Background: an optimization exercise with open tools, aiming at small area, a short achievable clock period and few clock cycles. Do not read the settings as production practice.
At most, simulation tests tie the RTL to the original design; equivalence was not proved.
For run 6, only the layout was checked, not whether the RTL still works.
Power figures rest on the tool's default switching activity, not on a simulated workload.

## flow/design.v

```verilog
module wnaf_expander (
    input  wire       clk,
    input  wire       rst,           
    input  wire       req_valid,
    output wire       req_ready,
    input  wire       req_we,
    input  wire [8:0] req_addr,
    input  wire [7:0] req_wdata,
    output reg        rsp_valid,
    output reg        rsp_err,
    output reg  [7:0] rsp_rdata
);
    localparam [1:0] PH_IDLE  = 2'd0,
                     PH_BUSY  = 2'd1,
                     PH_DONE  = 2'd2,
                     PH_FAULT = 2'd3;
    reg [7:0]   scalar [0:31];   
    reg [31:0]  svalid;
    reg [7:0]   w;
    reg [1:0]   phase;
    reg [1:0]   fcause;
    reg         cout;
    reg [7:0]   ring [0:31];     
    reg         rp;              
    reg [1:0]   ws;              
    reg [4:0]   q;               
    reg [2:0]   r;
    reg [5:0]   bm;              
    reg         stall;           
    reg         ld;              
    reg [7:0]   tgt;             
    assign req_ready = ~(stall | ld);
    wire accept = req_valid & ~(stall | ld);
    wire sel_digit  = req_addr[8];
    wire sel_scalar = (req_addr[8:5] == 4'b0000);
    wire sel_w      = (req_addr == 9'h020);
    wire sel_cmd    = (req_addr == 9'h021);
    wire sel_status = (req_addr == 9'h022);
    wire sel_fcause = (req_addr == 9'h023);
    wire ph_idle  = (phase == PH_IDLE);
    wire ph_busy  = (phase == PH_BUSY);
    wire ph_done  = (phase == PH_DONE);
    wire ph_fault = (phase == PH_FAULT);
    wire srdy = &svalid;
    wire [7:0] status = {3'b000, srdy, ph_done & cout, ph_fault, ph_done, ph_busy};
    wire host_can_write = ph_idle | ph_done;
    wire is_expand = (req_wdata == 8'h01);
    wire is_srst   = (req_wdata == 8'h02);
    wire wr_scalar = accept & req_we & sel_scalar & host_can_write;
    wire wr_w      = accept & req_we & sel_w & host_can_write;
    wire do_expand = accept & req_we & sel_cmd & is_expand & host_can_write;
    wire do_srst   = accept & req_we & sel_cmd & is_srst & ~ph_busy;
    wire badw  = (w[7:2] != 6'b000001);
    wire short = ~srdy;
    wire start = do_expand & ~badw & ~short;
    wire [7:0] pos = {q, r};
    wire [7:0] b0  = rp ? ring[1] : ring[0];             
    wire [7:0] b1  = rp ? ring[2] : ring[1];             
    wire       bm1 = rp ? ring[0][7] : ring[31][7];      
    wire [16:0] v = {(q == 5'd31) ? 8'h00 : b1, b0, (q == 5'd0) ? 1'b0 : bm1};
    wire [7:0]  u = v[r +: 8];                    
    wire [5:0] wfill = {ws == 2'd3, ws >= 2'd2, ws != 2'd0, 3'b111};   
    wire       s_start = ~bm[0] & (u[1] ^ u[0]);
    wire [5:0] s_bm    = s_start ? wfill : {1'b0, bm[5:1]};
    reg  [7:0] s_digit;
    always @(*) begin
        case (ws)
            2'd0: s_digit = {{5{u[4]}}, u[4:2], 1'b1};
            2'd1: s_digit = {{4{u[5]}}, u[5:2], 1'b1};
            2'd2: s_digit = {{3{u[6]}}, u[6:2], 1'b1};
            default: s_digit = {{2{u[7]}}, u[7:2], 1'b1};
        endcase
        if (!s_start) s_digit = 8'h00;
    end
    reg [7:0] c_in;        
    reg [7:0] c_st;        
    reg [5:0] c_bm;        
    integer ci, cj;
    always @(*) begin
        for (ci = 0; ci < 8; ci = ci + 1) begin
            c_in[ci] = 1'b0;
            for (cj = 0; cj < 6; cj = cj + 1)
                if (ci - cj >= 0)
                    c_in[ci] = c_in[ci] | ((r == ci - cj) & bm[cj]);
        end
        for (ci = 0; ci < 8; ci = ci + 1) begin
            c_st[ci] = (ci >= r) & (v[ci + 1] ^ v[ci]) & ~c_in[ci];
            for (cj = 1; cj <= 6; cj = cj + 1)
                if (ci - cj >= 0 && (cj <= 3 || (cj == 4 && ws != 2'd0) ||
                                     (cj == 5 && ws[1]) || (cj == 6 && ws == 2'd3)))
                    c_st[ci] = c_st[ci] & ~c_st[ci - cj];
        end
        for (ci = 0; ci < 6; ci = ci + 1) begin
            c_bm[ci] = 1'b0;
            for (cj = 0; cj < 6; cj = cj + 1)
                if (cj >= ci + 1)
                    c_bm[ci] = c_bm[ci] | ((r == 8 + ci - cj) & bm[cj]);
            for (cj = 0; cj < 8; cj = cj + 1)
                if (8 + ci - cj <= 3)
                    c_bm[ci] = c_bm[ci] | c_st[cj];
                else if (8 + ci - cj <= 6)
                    c_bm[ci] = c_bm[ci] | (c_st[cj] & (ws >= (8 + ci - cj - 3)));
        end
    end
    wire rd_digit = accept & ~req_we & sel_digit & ph_done;
    wire [7:0] ra = stall ? tgt : req_addr[7:0];
    wire hit = (ra == pos);
    wire dig_now  = (rd_digit | stall) & hit;       
    wire dig_wait = rd_digit & ~hit;                
    wire seek = stall & ~hit;
    wire seek_single = (tgt[7:3] == q) & (tgt[2:0] > r);
    reg       resp_err;
    reg [7:0] resp_data;
    always @(*) begin
        resp_err  = 1'b1;
        resp_data = 8'h80;
        if (req_we) begin
            if (wr_scalar | wr_w | do_expand | do_srst) begin
                resp_err  = 1'b0;
                resp_data = 8'h00;
            end
        end else begin
            if (sel_digit) begin
                if (ph_done) begin
                    resp_err  = 1'b0;
                    resp_data = s_digit;
                end
            end else if (sel_scalar) begin
                resp_err  = 1'b0;
                resp_data = svalid[req_addr[4:0]] ? scalar[req_addr[4:0]] : 8'h00;
            end else if (sel_w) begin
                resp_err  = 1'b0;
                resp_data = w;
            end else if (sel_status) begin
                resp_err  = 1'b0;
                resp_data = status;
            end else if (sel_fcause) begin
                resp_err  = 1'b0;
                resp_data = {6'b000000, fcause};
            end
        end
        if (stall) begin
            resp_err  = 1'b0;
            resp_data = s_digit;
        end
    end
    always @(posedge clk) begin
        if (rst) begin
            rsp_valid <= 1'b0;
            rsp_err   <= 1'b0;
            rsp_rdata <= 8'h00;
        end else begin
            rsp_valid <= (accept & ~dig_wait) | (stall & hit);
            if (accept | stall) begin
                rsp_err   <= resp_err;
                rsp_rdata <= resp_data;
            end
        end
    end
    always @(posedge clk) begin
        if (rst) begin
            phase  <= PH_IDLE;
            fcause <= 2'b00;
            stall  <= 1'b0;
        end else if (do_srst) begin
            phase  <= PH_IDLE;
            fcause <= 2'b00;
        end else if (do_expand) begin
            if (badw | short) begin
                phase  <= PH_FAULT;
                fcause <= {short, badw};
            end else begin
                phase <= scalar[31][7] ? PH_BUSY : PH_DONE;
            end
        end else if (ph_busy) begin
            if (~ld && q == 5'd31)
                phase <= PH_DONE;
        end else begin
            if (dig_wait)
                stall <= 1'b1;
            else if (stall & hit)
                stall <= 1'b0;
        end
    end
    wire scan      = ph_busy & ~ld;
    wire mv_byte   = scan | (seek & ~seek_single);
    wire mv_single = (seek & seek_single) | (~seek & dig_now);
    always @(posedge clk) begin
        if (start) begin
            q    <= 5'd0;
            r    <= 3'd0;
            bm   <= 6'd0;
            cout <= 1'b0;
        end else if (mv_byte) begin
            q  <= q + 5'd1;
            r  <= 3'd0;
            bm <= (q == 5'd31) ? 6'd0 : c_bm;
            if (scan && q == 5'd31)
                cout <= v[8] & ~c_bm[0];
        end else if (mv_single) begin
            if (r == 3'd7)
                q <= q + 5'd1;
            r  <= r + 3'd1;
            bm <= (pos == 8'd255) ? 6'd0 : s_bm;
        end
        if (dig_wait)
            tgt <= req_addr[7:0];
    end
    always @(posedge clk) begin
        if (rst) begin
            rp <= 1'b0;
            ld <= 1'b0;
        end else begin
            rp <= ~start & ~ld & (mv_byte | (mv_single & (r == 3'd7)));
            ld <= start;
        end
    end
    integer k;
    always @(posedge clk) begin
        if (ld) begin
            for (k = 0; k < 32; k = k + 1)
                ring[k] <= scalar[k];
            ws <= w[1:0];
        end else if (rp) begin
            for (k = 0; k < 32; k = k + 1)
                ring[k] <= ring[(k + 1) % 32];
        end
    end
    always @(posedge clk) begin
        if (rst || do_srst) begin
            svalid <= 32'h0;
            w      <= 8'h00;
        end else begin
            if (wr_scalar)
                svalid[req_addr[4:0]] <= 1'b1;
            if (wr_w)
                w <= req_wdata;
        end
    end
    always @(posedge clk) begin
        if (wr_scalar)
            scalar[req_addr[4:0]] <= req_wdata;
    end
endmodule
```

## flow/run.sh

```bash
#!/bin/bash
# synth_recipe.tcl (not shown) runs the flow's synth.tcl, then flattens the netlist and writes it again
# the make line also repeats each setting of config.mk as NAME=value (left out here)
make -C /OpenROAD-flow-scripts/flow DESIGN_CONFIG=/design/flow/config.mk WORK_HOME=/design/flow/orfs CLKGATE_MAP_FILE= SYNTH_SCRIPT=/design/flow/synth_recipe.tcl finish
```

## flow/config.mk

```make
export PLATFORM = sky130hd
export DESIGN_NAME = wnaf_expander
export DESIGN_NICKNAME = wnaf_expander
export VERILOG_FILES = /design/flow/design.v
export SDC_FILE = /design/flow/constraint.sdc
export NUM_CORES = 4
export LEC_CHECK = 0
export CAP_MARGIN = 20
export CORE_MARGIN = 2
export CORE_UTILIZATION = 35
export PLACE_DENSITY = 0.55
export SETUP_SLACK_MARGIN = 3.5
export SLEW_MARGIN = 20
```

## flow/constraint.sdc

```tcl
create_clock -name core_clock -period 7.0 [get_ports {clk}]
set_input_delay 1.4000 -clock core_clock [delete_from_list [all_inputs] [get_ports {clk}]]
set_output_delay 1.4000 -clock core_clock [all_outputs]
set_load 0.01 [all_outputs]
```

==> metrics.md, run 1 <==
| Metric | Value |
|---|---|
| Delay-heaviest family, CP | simple AND/OR/NAND/NOR gates |
| Layout cells sized above 1 | a little under a third |
| Clock tree buffer depth | 3 |
| DR iter-0 viols | between 1500 and 2000 |
| Initial antenna violation count | 0 |
| Root buffer cell | clkbuf_16 |
| Vias in the first global route | 15600 |
| Crit-path slowest cell | clkdlybuf4s50_1 |
| Crit path largest cell delay | 0.48 ns |
| Fill cells | 6780 |
| Wire per inst | 25.0 um |
| Via count | 15500 |
| Setup WS post-layout | 3.61 ns |
| Leak Pwr | about 9.4 nW |
| Max-cap viol count | 0 |
| Final #Nets | ~1800 |
| GPL Wtd Cong | ~0.86 |
| Final slew viol count | 0 |
| Die area | a little under 0.08 mm^2 |
| EDFF count, synth | around 500 |
| Cell Area, Placed | 0.0278 mm^2 |
| H-tree levels | 2 |
| GR Util All Layers | 17.5% |
| Antenna-violating nets left | 0 |
| Worst skew pair latency | 0.64 ns |
| Most common cell after layout, fill and taps aside | edfxtp_1 |
| Ys async rst share | 0% |
| Final total power | around 7.5 mW |
| Startpoint Class | input pin |
| Setup TNS | 0 ns |
| Most frequent cells in the layout | 508 x edfxtp_1, 260 x mux2_2, 98 x nor2_1 |
| Top_reg_cell synth | edfxtp_1 |
| # diodes | 0 |
| Initial Util | 35.5% |
| Final Hold Fails | 0 |
| Worst-path fanout max | 6 |
| IO Count | 32 |
| Critical Path End Type | flop |
| Drt pass-1 iters | 6 |
| Syn. warnings | 23 |
| Clk slew on worst S/H paths | 0.07 ns |
| Hold crit path type | reg2reg |
| Status | no timing/DRC/antenna violations |
| RSZ-0062 raised after global routing | no |
| Core Region | between 0.07 and 0.08 mm^2 |
| First-pass GRT wire length | ~100000 um |
| WL final | 68600 um |
| Placement Setup Slack | 1.82 ns |
| DIE HEIGHT | 279 um |
| Sequential area share after synthesis | 64.1% |
| Slew headroom | 27.2% |
| Synth Cell Area | 0.0265 mm^2 |
| Largest net degree at the start of global routing | around 160 |
| Clk_skew | 0.0160 ns |
| Final Setup Violations | 0 |
| P per Cell Area | around 250 mW/mm^2 |
| Post-synth cell types | 89 |
| DRC Markers | 0 |
| CTS Sinks | 594 |
| GRT overflow | 0 |
| Hpwl dp | 45400 um |
| Fmax | 0.295 GHz |
| CP required | 7.56 ns |
| Row Count | 100 |
| Synth Instances | 1714 |
| IO buf count | 31 |
| CTS Buf Count | 60 |
| Syn nets | roughly 1700 |
| Fin crit share | around half |
| Area Growth Syn to Fin | 13.6% |
| Crit path buf inv count | 1 |
| VDD IR max | 0.191 mV |
| WS Path Type | in2reg |
| Crit-path cells | clkdlybuf4s50_1 -> mux2i_1 -> xnor2_1 -> nor4_4 -> a211oi_2 -> or3_1 -> o211ai_1 -> a2111oi_2 -> nor3_1 |
| Seq cells post-synth | 594 |
| Measured slew at the worst slew-check pin | 1.09 ns |
| Syn_area_per_cell | ~15 um^2 |
| TritonCTS clock tree | yes |
| Via density | 5.63 |
| Worst path arrival time | approximately 4.0 ns |
| Hold_buf cts | 0 |
| Die X | 279 um |
| Post-layout util | 40.3% |
| Tmin final | 3.39 ns |
| Finished Cell Area | ~0.03 mm^2 |
-- tightest hold or removal path, delay by kind of cell, from the launching register on --
family | cells | cell delay (ns)
AO/OA/AOI/OAI | 1 | 0.05
flip-flops | 1 | 0.31
AND/OR/NAND/NOR | 1 | 0.05
-- path summary, 6_finish.rpt --
kind	slack [ns]	to	cells after the start	start
setup / recovery	3.61	bm[1]	9	req_addr[5]
hold / removal	0.46	fcause[0]	2	fcause[0]
setup reg to reg	3.66	bm[1]	10	r[1]
hold reg to reg	0.46	fcause[0]	2	fcause[0]
-- cells in the mapped netlist (22+ instances only) --
cell type / count / area share (%)
dfxtp_1: 86 / 6.5
edfxtp_1: 508 / 58
nand2_1: 65 / 0.92
mux2i_1: 40 / 1.5
a22oi_1: 40 / 1.1
buf_2: 22 / 0.42
clkbuf_1: 62 / 0.88
mux4_2: 80 / 6.8
nor2_1: 133 / 1.9
mux2_2: 260 / 11
a21oi_1: 63 / 1.2
-- flip-flops by register name, summed over array words and instances, names as in the netlist, 2 cells and up, named ones only --
name       flops
ws             2
svalid        32
q              5
bm             6
fcause         2
tgt            8
ring         254
r              3
scalar       256
phase          2
w              8
rsp_rdata      8
-- per-stage QoR --
step | std cells | hold WS, ns
after floorplan | 1714 | 0.428
after global placement | 2632 | 0.446
after detailed placement | 2632 | 0.451
after CTS | 2745 | 0.459
after global routing | 2747 | 0.502
final | 2747 | 0.457
-- cell type report --
type,count,area (um^2),share of cell area (%)
clock buffers,77,1590,5.27
repair buffers,57,571,1.89
flip-flops and latches,594,17000,56.4
clock inverters,36,298,0.989
well taps,969,1210,4.03
multi-input cells,1000,9400,31.2
inverters,14,60.1,0.199
-- what timing repair did --
item                       in CTS  in global routing
setup endpoints to repair     335                256
buffers inserted                0                  2
pin swaps                       0                  2
resized for setup              82                 30
-- cell families (layout without fill, tap and decap cells) --
kind of cell    Yosys count  count (layout)  share of synthesized area (%)
simple gates            335             335                           6.29
buf+inv                 120             184                           1.95
flops                   594             594                           64.1
xor+xnor                 30              30                          0.992
fa+ha+maj                14              14                          0.661
compound gates          237             237                           6.43
mux                     384             384                           19.6
-- where the power goes --
part / switching (mW) / internal, mW
combinational: 0.281 / 0.179
sequential: 0.0536 / 3.84
clock: 1.40 / 1.72
total: 1.74 / 5.74
-- metal layers --
metal	GRT usage [%]	part of all wire [%]
met5	0	0
met4	4.36	1.8
met3	2.22	4.9
met2	28.1	47
met1	25.0	46
Testbench counts, summed over its fixed seeds: cycles 28,456.
==> inputs of run 2 (changes only) <==
--- a/flow/config.mk
+++ b/flow/config.mk
@@ -11,3 +11,3 @@
 export PLACE_DENSITY = 0.55
-export SETUP_SLACK_MARGIN = 3.5
+export SETUP_SLACK_MARGIN = 1.0
 export SLEW_MARGIN = 20
==> run 2 against run 1 <==
  * Still clean on timing, DRC and antenna
  * Non-clock buffer count unchanged
  * Core utilization decreased by 0.63 points
  * Setup slack got worse by 1.2 ns
  * Combinational power decreased by 4.3%
==> metrics.md, run 2 <==
| Metric | Value |
|---|---|
| IO buf count | 31 (unchanged) |
| Placement Setup Slack | 1.82 ns (about the same) |
| Crit. Startpoint | req_addr[4] (was req_addr[5]) |
| Crit-path cells | clkdlybuf4s50_1 -> nor4b_1 -> nand2_1 -> nor3_1 -> and2_1 -> and2_1 -> nor2_1 -> a221o_1 (was clkdlybuf4s50_1 -> mux2i_1 -> xnor2_1 -> nor4_4 -> a211oi_2 -> or3_1 -> o211ai_1 -> a2111oi_2 -> nor3_1) |
| Drt pass-1 iters | 7 (was 6) |
| Fmax | 0.217 GHz (was 0.295 GHz) |
| Largest net degree at the start of global routing | 171 (was 161) |
| Wire per inst | 24.3 um (was 25.0 um) |
| Max FFs per register | 256 (unchanged) |
| Status | no timing/DRC/antenna violations (unchanged) |
| Fin crit share | 65.8% (was 48.5%) |
| Via density | 5.53 (was 5.63) |
| Synth Instances | 1714 (unchanged) |
| Post-layout util | 39.7% (was 40.3%) |
| Worst hold path stage count | 2 (unchanged) |
| Core Region | 0.0747 mm^2 (unchanged) |
| GRT overflow | 0 (unchanged) |
| Post-CTS setup buffer count | 0 (unchanged) |
| Initial antenna violation count | 0 (unchanged) |
| Worst path arrival time | 5.12 ns (was 3.96 ns) |
| TritonCTS clock tree | yes (unchanged) |
| Cell Area, Placed | 0.0278 mm^2 (about the same) |
| Hold crit path type | reg2reg (unchanged) |
| Post-synth cell types | 89 (unchanged) |
| Fill cells | 6815 (was 6780) |
| Final slew viol count | 0 (unchanged) |
| Reg2Reg Depth | 5 (was 10) |
| Syn nets | 1749 (unchanged) |
| Sequential share of power | 52.4% (was 52.0%) |
| Synth top area share | 57.6% (unchanged) |
| Clock tree buffer depth | 3 (unchanged) |
| Max-cap viol count | 0 (unchanged) |
| Leak Pwr | 9.27 nW (was 9.39 nW) |
| GR Util All Layers | 17.1% (was 17.5%) |
| Switching power | 1.70 mW (was 1.74 mW) |
| Area Growth Syn to Fin | 11.9% (was 13.6%) |
| DRC Markers | 0 (unchanged) |
| Slew headroom | 8.57% (was 27.2%) |
| List of most frequent post-synthesis cells | 508 x edfxtp_1, 260 x mux2_2, 133 x nor2_1 (unchanged) |
| CTS Buf Count | 59 (was 60) |
| # diodes | 0 (unchanged) |
| DIE HEIGHT | 279 um (unchanged) |
| WL final | 66700 um (was 68600 um) |
| Worst-path fanout max | 20 (was 6) |
| Startpoint Class | input pin (unchanged) |
| Most frequent cells in the layout | 508 x edfxtp_1, 260 x mux2_2, 133 x nor2_1 (was 508 x edfxtp_1, 260 x mux2_2, 98 x nor2_1) |
| RSZ-0062 raised after global routing | no (unchanged) |
| Sw Ratio | 23.0% (was 23.3%) |
| Root buffer cell | clkbuf_16 (unchanged) |
| Sequential area share after synthesis | 64.1% (unchanged) |
| DR iter-0 viols | 1479 (was 1640) |
| Worst reg2reg path endpoint | scalar[6][7] (was bm[1]) |
| Measured slew at the worst slew-check pin | 1.37 ns (was 1.09 ns) |
| P_int | 5.72 mW (was 5.74 mW) |
| Finished Cell Area | 0.0296 mm^2 (was 0.0301 mm^2) |
| Synth Cell Area | 0.0265 mm^2 (unchanged) |
| Clk slew on worst S/H paths | 0.07 ns (about the same) |
| Register-to-register setup slack | 3.13 ns (was 3.66 ns) |
| Crit path buf inv count | 1 (unchanged) |
| Syn. warnings | 23 (unchanged) |
| Syn_area_per_cell | 15.5 um^2 (unchanged) |
| GPL Wtd Cong | 0.854 (was 0.859) |
| Die area | 0.0779 mm^2 (unchanged) |
| Die X | 279 um (unchanged) |
| VDD IR max | 0.174 mV (was 0.191 mV) |
| Reg2Reg Launch Point | ld (was r[1]) |
| Via count | 15200 (was 15500) |
| WS Path Type | in2reg (unchanged) |
| Worst skew pair latency | 0.64 ns (about the same) |
| CTS Sinks | 594 (unchanged) |
| Final #Nets | 1761 (was 1762) |
| Critical Path End Type | flop (unchanged) |
| P per Cell Area | 250 mW/mm^2 (was 248 mW/mm^2) |
| Initial Util | 35.5% (unchanged) |
| Clk_skew | 0.0181 ns (was 0.0160 ns) |
| Top_reg_cell synth | edfxtp_1 (unchanged) |
| Final Setup Violations | 0 (unchanged) |
| Row Count | 100 (unchanged) |
| Antenna-violating nets left | 0 (unchanged) |
| CP required | 7.51 ns (was 7.56 ns) |
| Hold Crit Start | fcause[0] (unchanged) |
| # resized after CTS | 0 (was 82) |
| First-pass GRT wire length | 101000 um (was 103000 um) |
| Hold_buf cts | 0 (unchanged) |
| Tmin final | 4.60 ns (was 3.39 ns) |
| EDFF count, synth | 508 (unchanged) |
| Seq cells post-synth | 594 (unchanged) |
| Layout cells sized above 1 | 27.5% (was 31.8%) |
| Fraction of power consumed by combinational cells | 5.9% (was 6.2%) |
| Hpwl dp | 44100 um (was 45400 um) |
| Clock Power Share | 41.6% (was 41.8%) |
| H-tree levels | 2 (unchanged) |
| Main area contributors after synthesis | edfxtp_1 58%, mux2_2 11%, mux4_2 6.8% (unchanged) |
| Top-count cell post-synth | edfxtp_1 (unchanged) |
| Ys async rst share | 0% (unchanged) |
| Crit-path slowest cell | clkdlybuf4s50_1 (unchanged) |
| Setup TNS | 0 ns (unchanged) |
| Setup WS post-layout | 2.40 ns (was 3.61 ns) |
| Delay-heaviest family, CP | simple AND/OR/NAND/NOR gates (unchanged) |
| Crit path largest cell delay | 0.98 ns (was 0.48 ns) |
| Vias in the first global route | 15500 (was 15600) |
| Most used cell, CP | and2_1 |
| IO Count | 32 (unchanged) |
| Most common cell after layout, fill and taps aside | edfxtp_1 (unchanged) |
| Hold Path End | fcause[0] (unchanged) |
| Area leader, netlist | edfxtp_1 (unchanged) |
| Final Hold Fails | 0 (unchanged) |
[run 2: changes by cell type in the layout (fill, tap and decap cells not counted), sizes merged]
cell / previous run / this run
clkdlybuf4s15: 3 / 0
clkdlybuf4s50: 25 / 28
bufinv: 3 / 4
buf: 28 / 29
inv: 15 / 18
clkbuf: 78 / 71
clkinvlp: 6 / 4
clkinv: 26 / 27
[run 2: area by class of cell]
cell class                 count  area (um^2)  area share (%)
inverter                      14         52.6           0.177
timing repair buffer          57          524            1.77
clock inverter                39          340            1.15
clock buffer                  71         1520            5.13
tap                          969         1210            4.09
sequential                   594        17000            57.3
multi-input combinational   1000         9010            30.4
[run 2: logic make-up after synthesis]
family                   after synthesis  synth area share (%)
AND/OR/NAND/NOR                      335                  6.29
buffers and inverters                120                  1.95
adder cells (fa/ha/maj)               14                 0.661
flip-flops                           594                  64.1
AO/OA/AOI/OAI                        237                  6.43
XOR/XNOR                              30                 0.992
multiplexers                         384                  19.6
[run 2: how the worst max path moves through the flow]
stage,end,slack [ns],cells after the start
detailed placement,bm[4],1.82,8
CTS,bm[4],2.49,8
floorplan,flop,2.36,4
global route,bm[4],2.17,8
global placement,rsp_rdata[5],1.74,9
finish,bm[4],2.40,8
[run 2: worst register-to-register path, cell delays in order (launching register included)]
cell,delay (ns)
dfxtp_4,0.39
inv_1,0.63
nand4_1,0.40
nor3_1,0.64
nand2_1,0.63
nor2_1,0.81
[run 2: metal layers]
| layer | global-route usage [%] | share of wire (%) | vias to the layer above |
|---|---|---|---|
| met1 | 24.2 | 45 | 7755 |
| met5 | 0 | 0 | - |
| met4 | 4.89 | 2.4 | 0 |
| met2 | 27.2 | 47 | 539 |
| met3 | 2.72 | 5.8 | 101 |
| li1 | - | - | 6778 |
[run 2: power by group through the flow]
| stage | Clock (mW) | Sequential [mW] | Combinational [mW] |
|---|---|---|---|
| 2_1_floorplan | 0 | 3.93 | 0.301 |
| 3_3_place_gp | 0 | 3.97 | 0.432 |
| 4_1_cts | 3.16 | 3.89 | 0.440 |
| 5_1_grt | 3.29 | 3.89 | 0.476 |
| 3_5_place_dp | 0 | 3.97 | 0.438 |
| 6_report | 3.09 | 3.89 | 0.440 |
[run 2: metrics by stage]
stage | power [mW] | hold slack [ns] | cells
floorplan | 4.23 | 0.428 | 1714
global placement | 4.40 | 0.443 | 2633
detailed placement | 4.40 | 0.449 | 2633
CTS | 7.49 | 0.457 | 2743
global route | 7.66 | 0.484 | 2744
finish | 7.42 | 0.459 | 2744
==> inputs of run 3 (changes only) <==
--- a/flow/config.mk
+++ b/flow/config.mk
@@ -11,3 +11,3 @@
 export PLACE_DENSITY = 0.55
-export SETUP_SLACK_MARGIN = 1.0
+export SETUP_SLACK_MARGIN = 2.5
 export SLEW_MARGIN = 20
==> run 3 against run 2 <==
  * Worst hold slack better by 0.0042 ns
  * Setup slack improved by 0.081 ns
  * Via count is 0.77% higher
  * Critical endpoint is now scalar[29][6]
  * Largest cell class unchanged
  * Highest routed layer unchanged
==> metrics.md, run 3 <==
| Metric | Value |
|---|---|
| Post-layout util | 39.7% (about the same) |
| Syn. warnings | 23 (unchanged) |
| Worst skew pair latency | 0.63 ns (was 0.64 ns) |
| Fill cells | 6720 (was 6815) |
| GR Util All Layers | 17.2% (was 17.1%) |
| Smallest hold slack | 0.463 ns (was 0.459 ns) |
| H-tree levels | 2 (unchanged) |
| Syn_area_per_cell | 15.5 um^2 (unchanged) |
| Hold crit path type | reg2reg (unchanged) |
| Setup WS post-layout | 2.48 ns (was 2.40 ns) |
| Vias in the first global route | 15200 (was 15500) |
| Grt peak-use layer | met2 (unchanged) |
| Post-Layout Cell Count | 2739 (was 2744) |
| IO buf count | 31 (unchanged) |
| Core Region | 0.0747 mm^2 (unchanged) |
| GPL Wtd Cong | 0.867 (was 0.854) |
| Sequential area share after synthesis | 64.1% (unchanged) |
| Initial Util | 35.5% (unchanged) |
| Die X | 279 um (unchanged) |
| TritonCTS clock tree | yes (unchanged) |
| Synth top area share | 57.6% (unchanged) |
| Final Hold Fails | 0 (unchanged) |
| Hold Path End | fcause[0] (unchanged) |
| Top_reg_cell synth | edfxtp_1 (unchanged) |
| List of most frequent post-synthesis cells | 508 x edfxtp_1, 260 x mux2_2, 133 x nor2_1 (unchanged) |
| Top-count cell post-synth | edfxtp_1 (unchanged) |
| Wire per inst | 24.6 um (was 24.3 um) |
| Ys async rst share | 0% (unchanged) |
| CTS Sinks | 594 (unchanged) |
| Synth Instances | 1714 (unchanged) |
| DRC Markers | 0 (unchanged) |
| IO Count | 32 (unchanged) |
| Worst-path fanout max | 8 (was 20) |
| Worst reg2reg path endpoint | scalar[29][6] (was scalar[6][7]) |
| WL final | 67400 um (was 66700 um) |
| Worst path arrival time | 4.76 ns (was 5.12 ns) |
| Largest net degree at the start of global routing | 147 (was 171) |
| Slew headroom | 34.3% (was 8.57%) |
| P per Cell Area | 251 mW/mm^2 (was 250 mW/mm^2) |
| Worst hold path stage count | 2 (unchanged) |
| Placement Setup Slack | 1.94 ns (was 1.82 ns) |
| Antenna-violating nets left | 0 (unchanged) |
| Status | no timing/DRC/antenna violations (unchanged) |
| Reg2Reg Launch Point | ld (unchanged) |
| Measured slew at the worst slew-check pin | 0.972 ns (was 1.37 ns) |
| Final #Nets | 1760 (was 1761) |
| Tmin final | 4.52 ns (was 4.60 ns) |
| CTS Buf Count | 60 (was 59) |
| Reg2Reg Depth | 5 (unchanged) |
| Max-cap viol count | 0 (unchanged) |
| DIE HEIGHT | 279 um (unchanged) |
| Hold Crit Start | fcause[0] (unchanged) |
| Max FFs per register | 256 (unchanged) |
| Setup TNS | 0 ns (unchanged) |
| Leak Pwr | 9.27 nW (about the same) |
| Clk slew on worst S/H paths | 0.06 ns (was 0.07 ns) |
| Most frequent cells in the layout | 508 x edfxtp_1, 260 x mux2_2, 107 x nor2_1 (was 508 x edfxtp_1, 260 x mux2_2, 133 x nor2_1) |
| EDFF count, synth | 508 (unchanged) |
| Xor and xnor area share after synthesis | 0.992% (unchanged) |
| Final Setup Violations | 0 (unchanged) |
| Global-route track usage on met1 | 24.4% (was 24.2%) |
| Critical Path End Type | flop (unchanged) |
| GRT overflow | 0 (unchanged) |
| Fin crit share | 64.6% (was 65.8%) |
| Die area | 0.0779 mm^2 (unchanged) |
| Clock tree buffer depth | 3 (unchanged) |
| Initial antenna violation count | 0 (unchanged) |
| Via count | 15300 (was 15200) |
| Complex-gate fraction of the synthesized area | 6.43% (unchanged) |
| DR iter-0 viols | 1480 (was 1479) |
| Synth Area in Adders | 0.661% (unchanged) |
| Clk_skew | 0.0353 ns (was 0.0181 ns) |
| Synth Cell Area | 0.0265 mm^2 (unchanged) |
| Global Route met2 Usage | 27.9% (was 27.2%) |
| Main area contributors after synthesis | edfxtp_1 58%, mux2_2 11%, mux4_2 6.8% (unchanged) |
| Hold_buf cts | 0 (unchanged) |
| # resized after CTS | 0 (unchanged) |
| Via density | 5.58 (was 5.53) |
| Post-synthesis mux area share | 19.6% (unchanged) |
| # diodes | 0 (unchanged) |
| Post-Place Cells | 2632 (was 2633) |
| Startpoint Class | input pin (unchanged) |
| First-pass GRT wire length | 101000 um (about the same) |
| Seq cells post-synth | 594 (unchanged) |
| Layout cells sized above 1 | 28.7% (was 27.5%) |
| Area leader, netlist | edfxtp_1 (unchanged) |
| Fmax | 0.221 GHz (was 0.217 GHz) |
| Post-synth cell types | 89 (unchanged) |
| Register-to-register setup slack | 2.88 ns (was 3.13 ns) |
| Largest family of logic cells by synthesized area | multiplexers (unchanged) |
| Crit. Startpoint | req_addr[6] (was req_addr[4]) |
| Hpwl dp | 44400 um (was 44100 um) |
| Drt pass-1 iters | 5 (was 7) |
| Synth Area in Simple Gates | 6.29% (unchanged) |
| Met3 Resource Use GR | 2.23% (was 2.72%) |
| Post-CTS setup buffer count | 0 (unchanged) |
| Syn nets | 1749 (unchanged) |
| Most common cell after layout, fill and taps aside | edfxtp_1 (unchanged) |
| RSZ-0062 raised after global routing | yes (was no) |
| Row Count | 100 (unchanged) |
| VDD IR max | 0.152 mV (was 0.174 mV) |
| Area Growth Syn to Fin | 12.0% (was 11.9%) |
| Root buffer cell | clkbuf_16 (unchanged) |
| WS Path Type | in2reg (unchanged) |
| CP required | 7.24 ns (was 7.51 ns) |
| Final slew viol count | 0 (unchanged) |
run 3: cell counts after synthesis:
No cell type changed its count.
run 3: area by class of cell:
cell class	instances	area (um^2)	share of cell area, %
Clock buffer	76	1580	5.33
Multi-Input combinational cell	1000	9070	30.6
Timing Repair Buffer	55	492	1.66
Inverter	14	52.6	0.177
Sequential cell	594	17000	57.2
Tap cell	969	1210	4.08
Clock inverter	31	289	0.974
run 3: cell families after synthesis:
kind of cell | after synthesis
buffers and inverters | 120
AO/OA/AOI/OAI | 237
adder cells (fa/ha/maj) | 14
AND/OR/NAND/NOR | 335
XOR/XNOR | 30
flip-flops | 594
multiplexers | 384
run 3: worst max-delay path by stage:
| stage | end | slack [ns] |
|---|---|---|
| 4_1_cts | bm[4] | 2.60 |
| 2_1_floorplan | bm[4] | 2.75 |
| 6_report | scalar[29][6] | 2.48 |
| 5_1_grt | bm[4] | 2.28 |
| 3_3_place_gp | scalar[13][1] | 1.97 |
| 3_5_place_dp | scalar[15][7] | 1.94 |
run 3: routing by layer:
layer  wire, um  share of wire (%)  up-vias
li1           -                  -     6776
met2      32200                 48      488
met4       1150                1.7        0
met1      30500                 45     7954
met3       3460                5.1       72
met5          0                  0        -
run 3: stage by stage:
step,total power [mW],cell area (um^2)
final,7.46,29700
after global placement,4.40,27700
after floorplan,4.23,26500
after global routing,7.69,29700
after CTS,7.52,29600
after detailed placement,4.40,27800
run 3: worst max-delay path: stages:
cell,delay [ns]
clkdlybuf4s50_1,0.48
nor3_1,0.60
nand2b_1,0.20
nor3_1,0.63
nand2_1,0.66
nor2_1,0.78
run 3: power breakdown:
| group | internal, mW | switching, mW | leakage (nW) |
|---|---|---|---|
| registers | 3.84 | 0.0559 | 5.27 |
| clock network | 1.78 | 1.35 | 0.912 |
| logic | 0.171 | 0.268 | 3.09 |
==> inputs of run 4 (changes only) <==
--- a/flow/config.mk
+++ b/flow/config.mk
@@ -11,3 +11,3 @@
 export PLACE_DENSITY = 0.55
-export SETUP_SLACK_MARGIN = 2.5
+export SETUP_SLACK_MARGIN = 4.5
 export SLEW_MARGIN = 20
==> run 4 against run 3 <==
  * Still clean
  * Count of clock-buffer cells in the layout fell by 1
  * Routed wire length increased by 13%
  * Final area is 13% higher
  * Critical path type unchanged
==> metrics.md, run 4 <==
| Metric | Value |
|---|---|
| Clock tree buffer depth | 3 (unchanged) |
| CP endpoint | rsp_rdata[3] (was scalar[29][6]) |
| Synth Cell Area | 0.0265 mm^2 (unchanged) |
| Leak Pwr | 10.7 nW (was 9.27 nW) |
| Met2 wire len | 36000 um (was 32200 um) |
| WS Path Type | in2reg (unchanged) |
| GRT overflow | 0 (unchanged) |
| Final Hold Fails | 0 (unchanged) |
| Initial antenna violation count | 1 (was 0) |
| Seq cells post-synth | 594 (unchanged) |
| Register-to-register setup slack | 4.06 ns (was 2.88 ns) |
| Die area | 0.0779 mm^2 (unchanged) |
| DIE HEIGHT | 279 um (unchanged) |
| Critical Path End Type | flop (unchanged) |
| Via count | 16300 (was 15300) |
| TritonCTS clock tree | yes (unchanged) |
| Main area contributors after synthesis | edfxtp_1 58%, mux2_2 11%, mux4_2 6.8% (unchanged) |
| Final Setup Violations | 0 (unchanged) |
| Fmax | 0.334 GHz (was 0.221 GHz) |
| Met3 WL | 4330 um (was 3460 um) |
| Worst path arrival time | 3.47 ns (was 4.76 ns) |
| Measured slew at the worst slew-check pin | 1.01 ns (was 0.972 ns) |
| DR iter-0 viols | 1578 (was 1480) |
| Most frequent cells in the layout | 508 x edfxtp_1, 259 x mux2_2, 115 x buf_4 (was 508 x edfxtp_1, 260 x mux2_2, 107 x nor2_1) |
| Crit-path cells | buf_16 -> buf_16 -> mux4_2 -> a22oi_2 -> nand4_1 -> nand2_1 -> o2111ai_2 -> a32oi_1 -> nor2_1 (was clkdlybuf4s50_1 -> nor3_1 -> nand2b_1 -> nor3_1 -> nand2_1 -> nor2_1) |
| EDFF count, synth | 508 (unchanged) |
| Fin crit share | 42.8% (was 64.6%) |
| # diodes | 0 (unchanged) |
| CTS Buf Count | 61 (was 60) |
| List of most frequent post-synthesis cells | 508 x edfxtp_1, 260 x mux2_2, 133 x nor2_1 (unchanged) |
| Startpoint Class | input pin (unchanged) |
| First-pass GRT wire length | 110000 um (was 101000 um) |
| Wire per inst | 26.1 um (was 24.6 um) |
| Syn_area_per_cell | 15.5 um^2 (unchanged) |
| Worst reg2reg path endpoint | bm[1] (was scalar[29][6]) |
| IO Count | 32 (unchanged) |
| DRC Markers | 0 (unchanged) |
| Hold_buf cts | 0 (unchanged) |
| DRT met1 WL | 33700 um (was 30500 um) |
| GPL Wtd Cong | 0.891 (was 0.867) |
| Setup TNS | 0 ns (unchanged) |
| Sequential area share after synthesis | 64.1% (unchanged) |
| Root buffer cell | clkbuf_16 (unchanged) |
| CTS Sinks | 594 (unchanged) |
| VDD IR max | 0.190 mV (was 0.152 mV) |
| Fill cells | 6460 (was 6720) |
| Syn. warnings | 23 (unchanged) |
| Largest net degree at the start of global routing | 111 (was 147) |
| Max FFs per register | 256 (unchanged) |
| WL final | 75900 um (was 67400 um) |
| Final #Nets | 1924 (was 1760) |
| Slew headroom | 32.8% (was 34.3%) |
| Max layer used | met4 (unchanged) |
| Synth top area share | 57.6% (unchanged) |
| Crit-path slowest cell | mux4_2 (was nor2_1) |
| P per Cell Area | 232 mW/mm^2 (was 251 mW/mm^2) |
| Area leader, netlist | edfxtp_1 (unchanged) |
| Worst skew pair latency | 0.65 ns (was 0.63 ns) |
| Row Count | 100 (unchanged) |
| Most used cell, CP | buf_16 (was nor3_1) |
| Tmin final | 3.00 ns (was 4.52 ns) |
| Crit path largest cell delay | 0.53 ns (was 0.78 ns) |
| RSZ-0062 raised after global routing | yes (unchanged) |
| GR Util All Layers | 18.9% (was 17.2%) |
| IO buf count | 31 (unchanged) |
| Final total power | 7.75 mW (was 7.46 mW) |
| Max-cap viol count | 0 (unchanged) |
| Final slew viol count | 0 (unchanged) |
| Crit. Startpoint | req_addr[0] (was req_addr[6]) |
| Reg2Reg Launch Point | r[1] (was ld) |
| Top_reg_cell synth | edfxtp_1 (unchanged) |
| Layout cells sized above 1 | 47.4% (was 28.7%) |
| Hpwl dp | 44900 um (was 44400 um) |
| Post-synth cell types | 89 (unchanged) |
| Top-count cell post-synth | edfxtp_1 (unchanged) |
| Most common cell after layout, fill and taps aside | edfxtp_1 (unchanged) |
| Clk_skew | 0.0395 ns (was 0.0353 ns) |
| Worst hold path stage count | 2 (unchanged) |
| Worst-path fanout max | 8 (unchanged) |
| Reg2Reg Depth | 11 (was 5) |
| Vias in the first global route | 16200 (was 15200) |
| Clk slew on worst S/H paths | 0.07 ns (was 0.06 ns) |
| Area Growth Syn to Fin | 26.2% (was 12.0%) |
| Core Region | 0.0747 mm^2 (unchanged) |
| Synth Instances | 1714 (unchanged) |
| Via density | 5.60 (was 5.58) |
| Status | no timing/DRC/antenna violations (unchanged) |
| Hold crit path type | reg2reg (unchanged) |
| Initial Util | 35.5% (unchanged) |
| Ys async rst share | 0% (unchanged) |
| Antenna-violating nets left | 0 (unchanged) |
| H-tree levels | 2 (unchanged) |
| CP required | 7.47 ns (was 7.24 ns) |
| Die X | 279 um (unchanged) |
| Syn nets | 1749 (unchanged) |
| Drt pass-1 iters | 6 (was 5) |
-- run 4: cell types whose count changed in the layout (fill, tap and decap cells not counted), moves of 23 or more --
| cell | before | now |
|---|---|---|
| clkdlybuf4s50_1 | 27 | 1 |
| a22oi_1 | 40 | 17 |
| nor2_4 | 0 | 55 |
| nor2_1 | 107 | 51 |
| buf_4 | 24 | 115 |
| buf_6 | 1 | 30 |
| buf_12 | 1 | 36 |
| a22oi_2 | 1 | 24 |
-- run 4: worst min-delay path by stage --
stage	slack, ns	startpoint	end
finish	0.48	fcause[0]	fcause[0]
global route	0.50	rsp_rdata[5]	rsp_rdata[5]
CTS	0.46	fcause[0]	fcause[0]
detailed placement	0.45	fcause[0]	fcause[0]
global placement	0.44	fcause[0]	fcause[0]
floorplan	0.43	fcause[0]	fcause[0]
-- run 4: kinds of logic (layout without fill, tap and decap cells) --
group | after synthesis | count (layout) | synth area share (%)
buf+inv | 120 | 346 | 1.95
compound gates | 237 | 237 | 6.43
fa+ha+maj | 14 | 14 | 0.661
xor+xnor | 30 | 30 | 0.992
mux | 384 | 384 | 19.6
simple gates | 335 | 336 | 6.29
flops | 594 | 594 | 64.1
-- run 4: worst max-delay path: cells and delay by family --
| kind | cells | cell delay, ns |
|---|---|---|
| buf+inv | 2 | 0.29 |
| compound gates | 3 | 0.66 |
| mux | 1 | 0.53 |
| simple gates | 3 | 0.57 |
-- run 4: final cells by class --
cell class / instances / area [um^2] / area share [%]
clock buffers: 75 / 1620 / 4.85
flip-flops and latches: 594 / 17000 / 50.9
inverters: 14 / 83.8 / 0.251
repair buffers: 217 / 2540 / 7.59
multi-input cells: 1001 / 10600 / 31.8
clock inverters: 40 / 329 / 0.984
well taps: 969 / 1210 / 3.63
-- run 4: what timing repair did --
item | in CTS | in global routing
setup endpoints to repair | 658 | 340
pin swaps | 96 | 84
setup buffers | 108 | 46
gates cloned | 9 | 4
gates resized for setup | 317 | 170
-- run 4: through the flow --
step	cell area [um^2]	std cells	hold slack, ns	utilization (%)	setup slack (ns)
final	33400	2910	0.480	44.8	4.00
after global routing	33400	2910	0.501	44.8	3.95
after CTS	32200	2860	0.455	43.2	4.12
after detailed placement	28000	2628	0.451	37.5	2.12
after global placement	28000	2627	0.439	37.4	2.11
after floorplan	27000	1714	0.426	-	3.57
-- run 4: power breakdown --
group	switching, mW	leakage [nW]	internal, mW
Combinational	0.361	4.49	0.287
Clock	1.42	0.961	1.79
Sequential	0.0559	5.28	3.84
-- run 4: layer usage --
layer / GRT usage, % / vias up
li1: - / 7129
met1: 26.7 / 8520
met2: 30.5 / 537
met3: 3.09 / 118
met4: 4.62 / 0
met5: 0 / -
==> inputs of run 5 (changes only) <==
--- a/flow/config.mk
+++ b/flow/config.mk
@@ -9,5 +9,6 @@
 export CORE_MARGIN = 2
-export CORE_UTILIZATION = 35
-export PLACE_DENSITY = 0.55
-export SETUP_SLACK_MARGIN = 4.5
+export CORE_UTILIZATION = 55
+export CTS_BUF_LIST = sky130_fd_sc_hd__clkbuf_8
+export PLACE_DENSITY = 0.7
+export SETUP_SLACK_MARGIN = 3.5
 export SLEW_MARGIN = 20
==> run 5 against run 4 <==
  * Count of clock-buffer cells in the layout up 25
  * Critical endpoint is now bm[2]
  * Synthesized cell count unchanged
  * Power down 8.3%
  * Setup slack worse by 0.40 ns
  * Non-clock buffer count down 161
  * Maximum frequency down 12%
==> metrics.md, run 5 <==
| Metric | Value |
|---|---|
| Status | no timing/DRC/antenna violations (unchanged) |
| Final #Nets | 1796 (was 1924) |
| Clk slew on worst S/H paths | 0.07 ns (about the same) |
| Cell Area, Placed | 0.0273 mm^2 (was 0.0280 mm^2) |
| TritonCTS clock tree | yes (unchanged) |
| Main area contributors after synthesis | edfxtp_1 58%, mux2_2 11%, mux4_2 6.8% (unchanged) |
| Hold crit path type | reg2reg (unchanged) |
| Via density | 6.41 (was 5.60) |
| RSZ-0062 raised after global routing | yes (unchanged) |
| Setup TNS | 0 ns (unchanged) |
| Post-synth cell types | 89 (unchanged) |
| GR Util All Layers | 26.3% (was 18.9%) |
| Largest net degree at the start of global routing | 170 (was 111) |
| CTS Sinks | 594 (unchanged) |
| Vias in the first global route | 15600 (was 16200) |
| Post-Layout Cell Count | 2450 (was 2910) |
| Top_reg_cell synth | edfxtp_1 (unchanged) |
| Finished Cell Area | 0.0295 mm^2 (was 0.0334 mm^2) |
| Setup WS post-layout | 3.60 ns (was 4.00 ns) |
| Hpwl dp | 41700 um (was 44900 um) |
| First-pass GRT wire length | 97800 um (was 110000 um) |
| DR iter-0 viols | 1964 (was 1578) |
| Syn nets | 1749 (unchanged) |
| Synth Instances | 1714 (unchanged) |
| Sequential share of power | 54.8% (was 50.2%) |
| Layout cells sized above 1 | 32.2% (was 47.4%) |
| Final Setup Violations | 0 (unchanged) |
| P_int | 5.42 mW (was 5.92 mW) |
| Post-Place Cells | 2274 (was 2628) |
| Wire per inst | 26.5 um (was 26.1 um) |
| Ys async rst share | 0% (unchanged) |
| Die area | 0.0499 mm^2 (was 0.0779 mm^2) |
| DIE HEIGHT | 223 um (was 279 um) |
| CP required | 7.56 ns (was 7.47 ns) |
| Clk_skew | 0.0229 ns (was 0.0395 ns) |
| Initial Util | 55.6% (was 35.5%) |
| IO Count | 32 (unchanged) |
| Fmax | 0.294 GHz (was 0.334 GHz) |
| Smallest hold slack | 0.463 ns (was 0.480 ns) |
| IO buf count | 31 (unchanged) |
| Fin crit share | 48.6% (was 42.8%) |
| Row Count | 80 (was 100) |
| GPL Wtd Cong | 0.884 (was 0.891) |
| Root buffer cell | clkbuf_8 (was clkbuf_16) |
| Max-cap viol count | 0 (unchanged) |
| Final slew viol count | 0 (unchanged) |
| Synth Cell Area | 0.0265 mm^2 (unchanged) |
| Syn_area_per_cell | 15.5 um^2 (unchanged) |
| Startpoint Class | input pin (unchanged) |
| Measured slew at the worst slew-check pin | 1.04 ns (was 1.01 ns) |
| List of most frequent post-synthesis cells | 508 x edfxtp_1, 260 x mux2_2, 133 x nor2_1 (unchanged) |
| Final total power | 7.11 mW (was 7.75 mW) |
| Most common cell after layout, fill and taps aside | edfxtp_1 (unchanged) |
| Clock Power Share | 38.9% (was 41.4%) |
| Sequential area share after synthesis | 64.1% (unchanged) |
| EDFF count, synth | 508 (unchanged) |
| VDD IR max | 0.180 mV (was 0.190 mV) |
| P per Cell Area | 241 mW/mm^2 (was 232 mW/mm^2) |
| Final Hold Fails | 0 (unchanged) |
| Seq cells post-synth | 594 (unchanged) |
| WL final | 64800 um (was 75900 um) |
| H-tree levels | 3 (was 2) |
| Sw Ratio | 23.8% (was 23.7%) |
| WS Path Type | in2reg (unchanged) |
| Switching power | 1.69 mW (was 1.83 mW) |
| GRT overflow | 0 (unchanged) |
| CTS Buf Count | 94 (was 61) |
| Core Region | 0.0476 mm^2 (was 0.0747 mm^2) |
| Tmin final | 3.40 ns (was 3.00 ns) |
| Most frequent cells in the layout | 508 x edfxtp_1, 260 x mux2_2, 100 x clkbuf_8 (was 508 x edfxtp_1, 259 x mux2_2, 115 x buf_4) |
| Antenna-violating nets left | 0 (unchanged) |
| Syn. warnings | 23 (unchanged) |
| Die X | 223 um (was 279 um) |
| Area leader, netlist | edfxtp_1 (unchanged) |
| Leak Pwr | 9.44 nW (was 10.7 nW) |
| Clock tree buffer depth | 3 (unchanged) |
| DRC Markers | 0 (unchanged) |
| Slew headroom | 30.9% (was 32.8%) |
| Drt pass-1 iters | 6 (unchanged) |
| Synth top area share | 57.6% (unchanged) |
| Worst-path fanout max | 36 (was 8) |
| Area Growth Syn to Fin | 11.5% (was 26.2%) |
| Top-count cell post-synth | edfxtp_1 (unchanged) |
| Register-to-register setup slack | 3.68 ns (was 4.06 ns) |
| Placement Setup Slack | 1.91 ns (was 2.12 ns) |
| Via count | 15700 (was 16300) |
| Initial antenna violation count | 1 (unchanged) |
| Worst path arrival time | 3.96 ns (was 3.47 ns) |
| Worst skew pair latency | 0.68 ns (was 0.65 ns) |
| Post-layout util | 62.0% (was 44.8%) |
| Max FFs per register | 256 (unchanged) |
| Critical Path End Type | flop (unchanged) |
| Fraction of power consumed by combinational cells | 6.3% (was 8.4%) |
run 5: cell families after synthesis:
family | after synthesis | share of synthesized area, %
compound gates | 237 | 6.43
xor+xnor | 30 | 0.992
fa+ha+maj | 14 | 0.661
buf+inv | 120 | 1.95
flops | 594 | 64.1
mux | 384 | 19.6
simple gates | 335 | 6.29
run 5: path summary, 6_finish.rpt:
check	cells past startpoint	startpoint	endpoint
setup / recovery	9	req_addr[1]	bm[2]
hold / removal	2	fcause[0]	fcause[0]
setup reg to reg	11	r[1]	bm[0]
hold reg to reg	2	fcause[0]	fcause[0]
run 5: what timing repair did:
action	in CTS	in global routing
buffers inserted	1	3
setup endpoints to repair	313	293
gates cloned	1	0
hold buffers	0	0
pin swaps	0	5
resized for setup	70	36
run 5: worst max-delay path: stages:
cell      delay (ns)
buf_4           0.47
mux2i_1         0.20
xnor2_1         0.33
nor4_4          0.12
a211oi_2        0.57
nor3_1          0.17
a31oi_1         0.35
nand2_1         0.10
o31a_1          0.24
run 5: power by group through the flow:
stage | Combinational (mW) | Sequential (mW) | Clock, mW
floorplan | 0.306 | 3.93 | 0
global placement | 0.420 | 3.96 | 0
detailed placement | 0.427 | 3.96 | 0
CTS | 0.437 | 3.89 | 2.82
global route | 0.480 | 3.89 | 2.97
finish | 0.448 | 3.89 | 2.77
run 5: final cells by class:
cell class	instances	area (um^2)
Antenna cell	1	2.50
Clock buffer	100	1380
Clock inverter	69	369
Fill cell	3534	18100
Inverter	14	58.8
Multi-Input combinational cell	1001	9400
Sequential cell	594	17000
Tap cell	615	769
Timing Repair Buffer	56	581
run 5: routing by layer:
layer	GRT usage [%]	wire (um)	vias up
li1	-	-	6876
met1	36.6	27600	8063
met2	42.0	31000	646
met3	5.28	4530	112
met4	8.30	1690	0
met5	0	0	-
==> inputs of run 6 (changes only) <==
--- a/flow/design.v
+++ b/flow/design.v
@@ -29,12 +29,14 @@
     reg         stall;           
-    reg         ld;              
-    reg [7:0]   tgt;             
-    assign req_ready = ~(stall | ld);
-    wire accept = req_valid & ~(stall | ld);
-    wire sel_digit  = req_addr[8];
-    wire sel_scalar = (req_addr[8:5] == 4'b0000);
-    wire sel_w      = (req_addr == 9'h020);
-    wire sel_cmd    = (req_addr == 9'h021);
-    wire sel_status = (req_addr == 9'h022);
-    wire sel_fcause = (req_addr == 9'h023);
+    reg         rq_v;
+    reg         rq_we;
+    reg [8:0]   rq_addr;
+    reg [7:0]   rq_wdata;
+    assign req_ready = ~stall;
+    wire accept = req_valid & ~stall;
+    wire sel_digit  = rq_addr[8];
+    wire sel_scalar = (rq_addr[8:5] == 4'b0000);
+    wire sel_w      = (rq_addr == 9'h020);
+    wire sel_cmd    = (rq_addr == 9'h021);
+    wire sel_status = (rq_addr == 9'h022);
+    wire sel_fcause = (rq_addr == 9'h023);
     wire ph_idle  = (phase == PH_IDLE);
@@ -46,8 +48,8 @@
     wire host_can_write = ph_idle | ph_done;
-    wire is_expand = (req_wdata == 8'h01);
-    wire is_srst   = (req_wdata == 8'h02);
-    wire wr_scalar = accept & req_we & sel_scalar & host_can_write;
-    wire wr_w      = accept & req_we & sel_w & host_can_write;
-    wire do_expand = accept & req_we & sel_cmd & is_expand & host_can_write;
-    wire do_srst   = accept & req_we & sel_cmd & is_srst & ~ph_busy;
+    wire is_expand = (rq_wdata == 8'h01);
+    wire is_srst   = (rq_wdata == 8'h02);
+    wire wr_scalar = rq_v & rq_we & sel_scalar & host_can_write;
+    wire wr_w      = rq_v & rq_we & sel_w & host_can_write;
+    wire do_expand = rq_v & rq_we & sel_cmd & is_expand & host_can_write;
+    wire do_srst   = rq_v & rq_we & sel_cmd & is_srst & ~ph_busy;
     wire badw  = (w[7:2] != 6'b000001);
@@ -104,9 +106,9 @@
     end
-    wire rd_digit = accept & ~req_we & sel_digit & ph_done;
-    wire [7:0] ra = stall ? tgt : req_addr[7:0];
-    wire hit = (ra == pos);
-    wire dig_now  = (rd_digit | stall) & hit;       
-    wire dig_wait = rd_digit & ~hit;                
-    wire seek = stall & ~hit;
-    wire seek_single = (tgt[7:3] == q) & (tgt[2:0] > r);
+    wire rd_digit = rq_v & ~rq_we & sel_digit & ph_done;
+    wire hit = (rq_addr[7:0] == pos);
+    wire dig_now = rd_digit & hit;                  
+    wire seek    = rd_digit & ~hit;                 
+    wire seek_single = (rq_addr[7:3] == q) & (rq_addr[2:0] > r);
+    wire [7:0] pos_next = start ? 8'd0 : (dig_now ? pos + 8'd1 : pos);
+    wire pred_miss = ~req_we & req_addr[8] & (ph_busy | (req_addr[7:0] != pos_next));
     reg       resp_err;
@@ -116,3 +118,3 @@
         resp_data = 8'h80;
-        if (req_we) begin
+        if (rq_we) begin
             if (wr_scalar | wr_w | do_expand | do_srst) begin
@@ -129,3 +131,3 @@
                 resp_err  = 1'b0;
-                resp_data = svalid[req_addr[4:0]] ? scalar[req_addr[4:0]] : 8'h00;
+                resp_data = svalid[rq_addr[4:0]] ? scalar[rq_addr[4:0]] : 8'h00;
             end else if (sel_w) begin
@@ -140,6 +142,2 @@
             end
-        end
-        if (stall) begin
-            resp_err  = 1'b0;
-            resp_data = s_digit;
         end
@@ -152,4 +150,4 @@
         end else begin
-            rsp_valid <= (accept & ~dig_wait) | (stall & hit);
-            if (accept | stall) begin
+            rsp_valid <= rq_v & ~seek;
+            if (rq_v) begin
                 rsp_err   <= resp_err;
@@ -163,3 +161,2 @@
             fcause <= 2'b00;
-            stall  <= 1'b0;
         end else if (do_srst) begin
@@ -175,12 +172,23 @@
         end else if (ph_busy) begin
-            if (~ld && q == 5'd31)
+            if (q == 5'd31)
                 phase <= PH_DONE;
-        end else begin
-            if (dig_wait)
-                stall <= 1'b1;
-            else if (stall & hit)
-                stall <= 1'b0;
-        end
-    end
-    wire scan      = ph_busy & ~ld;
+        end
+    end
+    always @(posedge clk) begin
+        if (rst) begin
+            rq_v  <= 1'b0;
+            stall <= 1'b0;
+        end else begin
+            rq_v  <= seek | accept;
+            stall <= seek | (accept & pred_miss);
+        end
+    end
+    always @(posedge clk) begin
+        if (~stall) begin
+            rq_we    <= req_we;
+            rq_addr  <= req_addr;
+            rq_wdata <= req_wdata;
+        end
+    end
+    wire scan      = ph_busy;
     wire mv_byte   = scan | (seek & ~seek_single);
@@ -205,13 +213,8 @@
         end
-        if (dig_wait)
-            tgt <= req_addr[7:0];
-    end
-    always @(posedge clk) begin
-        if (rst) begin
+    end
+    always @(posedge clk) begin
+        if (rst)
             rp <= 1'b0;
-            ld <= 1'b0;
-        end else begin
-            rp <= ~start & ~ld & (mv_byte | (mv_single & (r == 3'd7)));
-            ld <= start;
-        end
+        else
+            rp <= ~start & (mv_byte | (mv_single & (r == 3'd7)));
     end
@@ -219,3 +222,3 @@
     always @(posedge clk) begin
-        if (ld) begin
+        if (start) begin
             for (k = 0; k < 32; k = k + 1)
@@ -234,5 +237,5 @@
             if (wr_scalar)
-                svalid[req_addr[4:0]] <= 1'b1;
+                svalid[rq_addr[4:0]] <= 1'b1;
             if (wr_w)
-                w <= req_wdata;
+                w <= rq_wdata;
         end
@@ -241,3 +244,3 @@
         if (wr_scalar)
-            scalar[req_addr[4:0]] <= req_wdata;
+            scalar[rq_addr[4:0]] <= rq_wdata;
     end
--- a/flow/config.mk
+++ b/flow/config.mk
@@ -9,6 +9,5 @@
 export CORE_MARGIN = 2
-export CORE_UTILIZATION = 55
-export CTS_BUF_LIST = sky130_fd_sc_hd__clkbuf_8
-export PLACE_DENSITY = 0.7
-export SETUP_SLACK_MARGIN = 3.5
+export CORE_UTILIZATION = 35
+export PLACE_DENSITY = 0.55
+export SETUP_SLACK_MARGIN = 4.0
 export SLEW_MARGIN = 20
==> run 6 against run 5 <==
  * Worst hold slack worse by 0.0048 ns
  * Clock skew hardly changed
  * First-iteration DRC count is 2.3% lower
  * Critical path depth is 4 lower
  * Synthesized cell count is 31% higher
  * Clock power is 22% higher
  * Setup slack better by 0.25 ns
  * Cell count is 38% higher
  * Sequential cell count is 15 higher
  * Die area is 59% higher
  * Count of clock-buffer cells in the layout is 14 lower
  * Critical path type is now reg2reg
  * Critical endpoint is now scalar[16][0]
==> metrics.md, run 6 <==
| Metric | Value |
|---|---|
| CTS Sinks | 609 (was 594) |
| Crit-path slowest cell | nor2_1 (was a211oi_2) |
| Vias in the first global route | 18100 (was 15600) |
| CTS Buf Count | 67 (was 94) |
| Seq cells post-synth | 609 (was 594) |
| Syn. warnings | 23 (unchanged) |
| DRC Markers | 0 (unchanged) |
| Root buffer cell | clkbuf_16 (was clkbuf_8) |
| Worst-path fanout max | 11 (was 36) |
| Storage element area | 0.0174 mm^2 (was 0.0170 mm^2) |
| IO Count | 32 (unchanged) |
| Final Setup Violations | 0 (unchanged) |
| WL final | 80300 um (was 64800 um) |
| List of most frequent post-synthesis cells | 795 x nand2_1, 518 x edfxtp_1, 140 x nor2_1 (was 508 x edfxtp_1, 260 x mux2_2, 133 x nor2_1) |
| TritonCTS clock tree | yes (unchanged) |
| Crit path largest cell delay | 0.87 ns (was 0.57 ns) |
| Die area | 0.0794 mm^2 (was 0.0499 mm^2) |
| Drt pass-1 iters | 5 (was 6) |
| Hold crit path type | reg2reg (unchanged) |
| Area leader, netlist | edfxtp_1 (unchanged) |
| Main area contributors after synthesis | edfxtp_1 58%, nand2_1 11%, mux4_2 8.3% (was edfxtp_1 58%, mux2_2 11%, mux4_2 6.8%) |
| Largest net degree at the start of global routing | 98 (was 170) |
| Finished Cell Area | 0.0319 mm^2 (was 0.0295 mm^2) |
| Crit-path cells | nand2_1 -> nor2_2 -> and2_1 -> nand2_1 -> nor2_1 (was buf_4 -> mux2i_1 -> xnor2_1 -> nor4_4 -> a211oi_2 -> nor3_1 -> a31oi_1 -> nand2_1 -> o31a_1) |
| GRT overflow | 0 (unchanged) |
| Delay-heaviest family, CP | simple AND/OR/NAND/NOR gates (was compound AO/OA/AOI/OAI gates) |
| Antenna-violating nets left | 0 (unchanged) |
| Fmax | 0.317 GHz (was 0.294 GHz) |
| IO buf count | 31 (unchanged) |
| WS Path Type | reg2reg (was in2reg) |
| First-pass GRT wire length | 119000 um (was 97800 um) |
| Clk_skew | 0.0233 ns (was 0.0229 ns) |
| Slew headroom | 23.8% (was 30.9%) |
| H-tree levels | 3 (unchanged) |
| Area Growth Syn to Fin | 17.9% (was 11.5%) |
| Via count | 18400 (was 15700) |
| P per Cell Area | 247 mW/mm^2 (was 241 mW/mm^2) |
| GR Util All Layers | 20.3% (was 26.3%) |
| Final Hold Fails | 0 (unchanged) |
| Top_reg_cell synth | edfxtp_1 (unchanged) |
| Tmin final | 3.15 ns (was 3.40 ns) |
| Status | no timing/DRC/antenna violations (unchanged) |
| Synth Cell Area | 0.0270 mm^2 (was 0.0265 mm^2) |
| Worst path arrival time | 3.38 ns (was 3.96 ns) |
| Crit path buf inv count | 0 (was 1) |
| Syn nets | 2278 (was 1749) |
| Post-synth cell types | 80 (was 89) |
| Clk slew on worst S/H paths | 0.06 ns (was 0.07 ns) |
| Via density | 5.41 (was 6.41) |
| Ys async rst share | 0% (unchanged) |
| Fill cells | 7078 (was 3534) |
| DR iter-0 viols | 1919 (was 1964) |
| Measured slew at the worst slew-check pin | 1.14 ns (was 1.04 ns) |
| Final slew viol count | 0 (unchanged) |
| EDFF count, synth | 518 (was 508) |
| Critical Path End Type | flop (unchanged) |
| GPL Wtd Cong | 0.851 (was 0.884) |
| Final #Nets | 2344 (was 1796) |
| Startpoint Class | flop (was input pin) |
| Sequential area share after synthesis | 64.3% (was 64.1%) |
| Most used cell, CP | nand2_1 |
| Setup TNS | 0 ns (unchanged) |
| Leak Pwr | 11.2 nW (was 9.44 nW) |
| Clock tree buffer depth | 3 (unchanged) |
| Top-count cell post-synth | nand2_1 (was edfxtp_1) |
| Syn_area_per_cell | 12.0 um^2 (was 15.5 um^2) |
| Wire per inst | 23.7 um (was 26.5 um) |
| CP required | 7.22 ns (was 7.56 ns) |
| DIE HEIGHT | 282 um (was 223 um) |
| Layout cells sized above 1 | 18.2% (was 32.2%) |
| Most common cell after layout, fill and taps aside | nand2_1 (was edfxtp_1) |
| Worst skew pair latency | 0.61 ns (was 0.68 ns) |
| Initial Util | 35.4% (was 55.6%) |
| Max-cap viol count | 0 (unchanged) |
| VDD IR max | 0.205 mV (was 0.180 mV) |
| Die X | 282 um (was 223 um) |
| Hpwl dp | 47300 um (was 41700 um) |
| Cell Area, Placed | 0.0284 mm^2 (was 0.0273 mm^2) |
| # diodes | 0 (was 1) |
| Footprint of the multi-input gates | 0.00965 mm^2 (was 0.00940 mm^2) |
| Fin crit share | 45.0% (was 48.6%) |
| Synth top area share | 57.6% (about the same) |
| Max FFs per register | 256 (unchanged) |
| Core Region | 0.0762 mm^2 (was 0.0476 mm^2) |
| Synth Instances | 2243 (was 1714) |
| Most frequent cells in the layout | 795 x nand2_1, 518 x edfxtp_1, 104 x nor2_1 (was 508 x edfxtp_1, 260 x mux2_2, 100 x clkbuf_8) |
| RSZ-0062 raised after global routing | yes (unchanged) |
| Initial antenna violation count | 1 (unchanged) |
| Row Count | 101 (was 80) |
-- run 6: cell count changes after synthesis, moves of 10 or more --
| cell | change |
|---|---|
| mux4_2 | +19 |
| edfxtp_1 | +10 |
| nand3_1 | +17 |
| a22oi_1 | -34 |
| mux2_2 | -231 |
| clkbuf_1 | +42 |
| a21oi_1 | +24 |
| nand2_1 | +730 |
| buf_2 | -17 |
| mux2i_1 | -21 |
| a31oi_1 | -10 |
-- run 6: worst paths after layout --
| check | start | to | slack (ns) | cells past startpoint |
|---|---|---|---|---|
| setup / recovery | rq_v | scalar[16][0] | 3.85 | 5 |
| hold / removal | fcause[0] | fcause[0] | 0.46 | 2 |
| setup reg to reg | rq_v | scalar[16][0] | 3.85 | 5 |
| hold reg to reg | fcause[0] | fcause[0] | 0.46 | 2 |
-- run 6: layout make-up --
type	count	area share, %
multi-input cells	1493	30.3
inverters	20	0.334
clock buffers	86	5.65
repair buffers	117	4.14
clock inverters	35	0.876
well taps	1030	4.05
repair inverters	1	0.0157
flip-flops and latches	609	54.6
-- run 6: metal layers --
metal | up-vias | global-route usage, % | share of wire, %
met5 | - | 0 | 0
met4 | 0 | 7.97 | 3.5
met3 | 139 | 3.58 | 6.9
met2 | 730 | 32.7 | 47
met1 | 9249 | 27.4 | 42
li1 | 8236 | - | -
-- run 6: through the flow --
stage                     std cells  worst slack [ns]  power, mW  hold WS (ns)  util [%]
after floorplan                2243              2.87       4.33         0.430         -
after global placement         3197              2.96       4.48         0.445      37.3
after detailed placement       3197              2.84       4.49         0.450      37.3
after CTS                      3375              3.90       7.89         0.457      41.4
after global routing           3391              3.76       8.08         0.477      41.8
final                          3391              3.85       7.86         0.458      41.8
-- run 6: repair_timing --
action                                  in CTS  in global routing
pin swaps                                   15                 14
resized for setup                          114                 38
endpoints found under the hold margin        0                  0
cloned                                      12                  0
endpoints found under the setup margin     829                604
hold buffers                                 0                  0
setup buffers                               45                 16
-- run 6: tightest hold or removal path, delay by kind of cell (launching register included) --
family | cells | cell delay [ns]
flip-flops | 1 | 0.31
AND/OR/NAND/NOR | 1 | 0.05
AO/OA/AOI/OAI | 1 | 0.05
-- run 6: where the power goes --
part | total (mW) | switching, mW | internal, mW
registers | 4.00 | 0.0559 | 3.94
clock network | 3.39 | 1.45 | 1.94
logic | 0.472 | 0.271 | 0.201
-- run 6: cells by family (layout without fill, tap and decap cells) --
group	after synthesis	after routing	share of synthesized area, %
muxes	147	147	10.2
xor gates and xnor gates	29	29	0.940
AOI/OAI and AO/OA	219	219	5.50
adders and majority gates	14	14	0.649
buffers and inverters	145	259	2.14
DFF	609	609	64.3
and+or+nand+nor	1080	1084	16.3

-- what the ideal ports hide --
The results above use ideal ports. As a check the final layouts listed here were re-extracted and re-timed, cells and wires unchanged.
Step 1 (the two cells are an assumption about what drives the block):
set clk [get_ports {clk}]
set_driving_cell -lib_cell sky130_fd_sc_hd__clkbuf_16 $clk
set_driving_cell -lib_cell sky130_fd_sc_hd__buf_2 [delete_from_list [all_inputs] $clk]
Step 2 also shifts input and output timing later by t, the mid clock arrival at the registers, as if the neighbouring blocks saw the same clock.
Three values: ideal, step 1, step 2; two values: the first two.
| run | shift t [ns] | setup WS [ns] | worst setup path after step 2 |
|---|---|---|---|
| run 1 | 0.693 | 3.608 / 3.613 / 2.947 | input to register |
| run 2 | 0.691 | 2.395 / 2.429 / 1.738 | input to register |
| run 3 | 0.671 | 2.477 / 2.516 / 1.845 | input to register |
| run 4 | 0.691 | 4.003 / 3.701 / 3.011 | input to register |
| run 5 | 0.718 | 3.600 / 3.628 / 2.910 | input to register |
| run 6 | 0.656 | 3.848 / 3.848 / 3.508 | input to register |
After both steps every run listed still meets setup and hold. For run 4, which loses most, drivers alone change the setup slack by -0.302 ns; drivers and shift together by -0.992 ns.
